What follows belongs to an exercise in optimizing a design on an open flow for small area and a short achievable clock period; a production flow would make more cautious choices.
Only simulation tests tie the RTL to the original design; equivalence was not proved.
The clock port is modelled as an ideal driver, which makes a skipped or thinned clock tree look cheaper than it is; a real chip needs a root buffer or a tree.
No activity file was given, so power comes from the tool's default toggle rates.

Design pte_rx, start of the top module:
module pte_rx (
    input  wire        clk,
    input  wire        rst,             
    input  wire        in_valid,
    input  wire [7:0]  in_byte,
    output reg         res_valid,
    output wire [7:0]  res_code,        
    output wire [15:0] res_data_len,    
    output wire [7:0]  res_opt_len,     
    output wire [2:0]  res_addr_ctl,    
    output wire        res_ext_hdr_valid,
    output wire [7:0]  res_ext_hdr,
    output wire [47:0] res_orig,        
    output wire        res_dest_valid,
    output wire [31:0] res_dest,        
    output wire [1:0]  res_kind,        
    output wire [31:0] res_data,        
    output wire [7:0]  res_subtel,      
    output wire [15:0] res_rssi_dbm     
);
clock: 5.0 ns
lec_check: 0
abc_area: 1
cap_margin: 20
core_margin: 2
core_utilization: 60
setup_slack_margin: 3.0
slew_margin: 20
standard.sh (not shown) runs the stock make flow with config.mk's settings and CLKGATE_MAP_FILE= SYNTH_SCRIPT=/design/flow/synth_recipe.tcl, a recipe that flattens the netlist after the stock synthesis.
==> flow/flow/run.sh <==
#!/bin/bash
# Layout: the standard flow (standard synthesis included), with
# - port buffers of the smallest plain buffer instead of the delay buffer
#   that buffer_ports picks by itself;
# - a hand-built two-level clock tree (flow/cts_hook.tcl) in place of
#   TritonCTS's three-level one.
set -euo pipefail
bash standard.sh BUFFER_PORTS_ARGS="-buffer_cell sky130_fd_sc_hd__buf_1" \
  PRE_CTS_TCL="$PWD/flow/cts_hook.tcl" finish > standard_flow.log 2>&1
Other scripts of this flow, unchanged in this note and not shown: flow/flow/cts_hook.tcl, flow/flow/mycts.tcl
The starting point went through all stages and came out clean.
Change:
--- a/flow/config.mk
+++ b/flow/config.mk
@@ -7,6 +7,5 @@
 export LEC_CHECK = 0
-export ABC_AREA = 1
 export CAP_MARGIN = 20
 export CORE_MARGIN = 2
-export CORE_UTILIZATION = 60
+export CORE_UTILIZATION = 80
 export SETUP_SLACK_MARGIN = 3.0
The new run completed without violations.
Sequential share of layout area is about the same.
Wire length grows by about 40%.
Utilization is higher by 24 points.
Power grows by 2.8%.
Clock skew is about the same.
Maximum frequency falls by 16%.
Register-to-register slack got worse by 0.51 ns.
Hold slack hardly moves.
Worst setup slack got worse by 0.38 ns.
Change:
--- a/flow/config.mk
+++ b/flow/config.mk
@@ -9,4 +9,4 @@
 export CORE_MARGIN = 2
-export CORE_UTILIZATION = 80
-export SETUP_SLACK_MARGIN = 3.0
+export CORE_UTILIZATION = 60
+export SETUP_SLACK_MARGIN = 3.1
 export SLEW_MARGIN = 20
The changed run produced a clean layout.
Sequential power hardly moves.
Cell area came out higher by 5.8%.
Combinational power goes down by about 7%.
Change:
--- a/flow/config.mk
+++ b/flow/config.mk
@@ -9,4 +9,5 @@
 export CORE_MARGIN = 2
-export CORE_UTILIZATION = 60
-export SETUP_SLACK_MARGIN = 3.1
+export CORE_UTILIZATION = 70
+export PLACE_DENSITY = 0.7
+export SETUP_SLACK_MARGIN = 3.0
 export SLEW_MARGIN = 20
What happened: Via count drops by a few percent. Synthesized cell count stays the same. Wire length drops by a few percent. Setup slack degrades by 0.037 ns. Synthesized area is unchanged. Design area drops by a little under a tenth. First-iteration DRC count climbs slightly. Clock skew drops by 0.023 ns. Global-route usage climbs by 4.8 points. Total power drops slightly. Sequential share of layout area climbs by 4.4 points.
No run of this note takes its clock network from TritonCTS; it comes from the design's own scripts or RTL.


== north ==
Another version of the RTL of pte_rx (not shown whole).
Size: roughly 700 cells after synthesis, ~200 I/O pins, ~9500 um^2 of cells after synthesis.
clock: 5.0 ns
lec_check: 0
cap_margin: 20
core_margin: 2
core_utilization: 60
setup_slack_margin: 3.0
slew_margin: 20
Scripts as last shown in full above: flow/flow/run.sh
Other scripts of this flow, unchanged in this note and not shown: flow/flow/cts_hook.tcl, flow/flow/mycts.tcl
north finished end to end and its layout was clean on timing, DRC and antenna.
Changes in south relative to north:
# north
export LEC_CHECK = 0
export CAP_MARGIN = 20
export CORE_MARGIN = 2
export CORE_UTILIZATION = 60
export SETUP_SLACK_MARGIN = 3.0
export SLEW_MARGIN = 20
create_clock -name core_clock -period 5.0 [get_ports {clk}]
# south
export LEC_CHECK = 0
export CAP_MARGIN = 20
export CORE_MARGIN = 2
export CORE_UTILIZATION = 60
export SETUP_SLACK_MARGIN = 3.3
export SLEW_MARGIN = 20
create_clock -name core_clock -period 5.0 [get_ports {clk}]
## What came out
- Relative to north, south degrades net switching power of the design.
- Going from north to south, number of enable flip-flop cells after synthesis closely matched the old numbers, quantity of gates resized following cts increased by about 140% relative to the old numbers, worst hold slack increased by 0.016 ns relative to the old numbers, total power now sits higher.
- south vs. north: layout overhead on the synthesized area went up by 17 points.
### south -> east
# south
export LEC_CHECK = 0
export CAP_MARGIN = 20
export CORE_MARGIN = 2
export CORE_UTILIZATION = 60
export SETUP_SLACK_MARGIN = 3.3
export SLEW_MARGIN = 20
create_clock -name core_clock -period 5.0 [get_ports {clk}]
# east
export LEC_CHECK = 0
export CAP_MARGIN = 20
export CORE_MARGIN = 2
export CORE_UTILIZATION = 60
export SETUP_SLACK_MARGIN = 3.15
export SLEW_MARGIN = 20
create_clock -name core_clock -period 5.0 [get_ports {clk}]
Findings:
Taking south as the reference, in east total power now sits at about the same level; fraction of layout instances using a drive strength above 1 -7.2 points; post-synthesis to final-layout area growth shrank by 7.7 points; post-detailed-placement cell area went down 75 um^2; post-route minimum period has increased. From south to east the numbers moved as follows: total stage count of the critical path now larger; setup slack now smaller; share of the clock period used by the worst path picked up an extra 0.98 points.
No run of this note takes its clock network from TritonCTS; it comes from the design's own scripts or RTL.

-- static timing again, ports no longer ideal --
No port has a modelled driver above. Below, the same layouts with a new extraction and two added sets of constraints.
Step 1, drivers: a clkbuf_16 drives clk and a buf_2 each remaining input, both assumed.
Step 2, shift: input delay + t, output delay - t, t = (earliest + latest rising clock arrival at the registers) / 2. This alone moves slack from input paths to output paths.
a / b / c = no drivers / after step 1 / after step 2; a / b = the first two.
run | shift t [ns] | setup WS [ns] | worst setup path at the end
the first run of note 1 | 0.375 | 2.980 / 2.907 / 3.109 | register to register
the second run of note 1 | 0.386 | 2.600 / 2.600 / 2.600 | register to register
the third run of note 1 | 0.375 | 3.039 / 2.970 / 3.086 | register to register
the fourth run of note 1 | 0.378 | 3.001 / 2.927 / 3.014 | register to register
north | 0.374 | 2.996 / 2.924 / 3.010 | register to register
south | 0.382 | 2.919 / 2.847 / 2.928 | register to register
east | 0.383 | 2.870 / 2.853 / 2.870 | register to register
After both steps setup and hold are still met in every run listed.
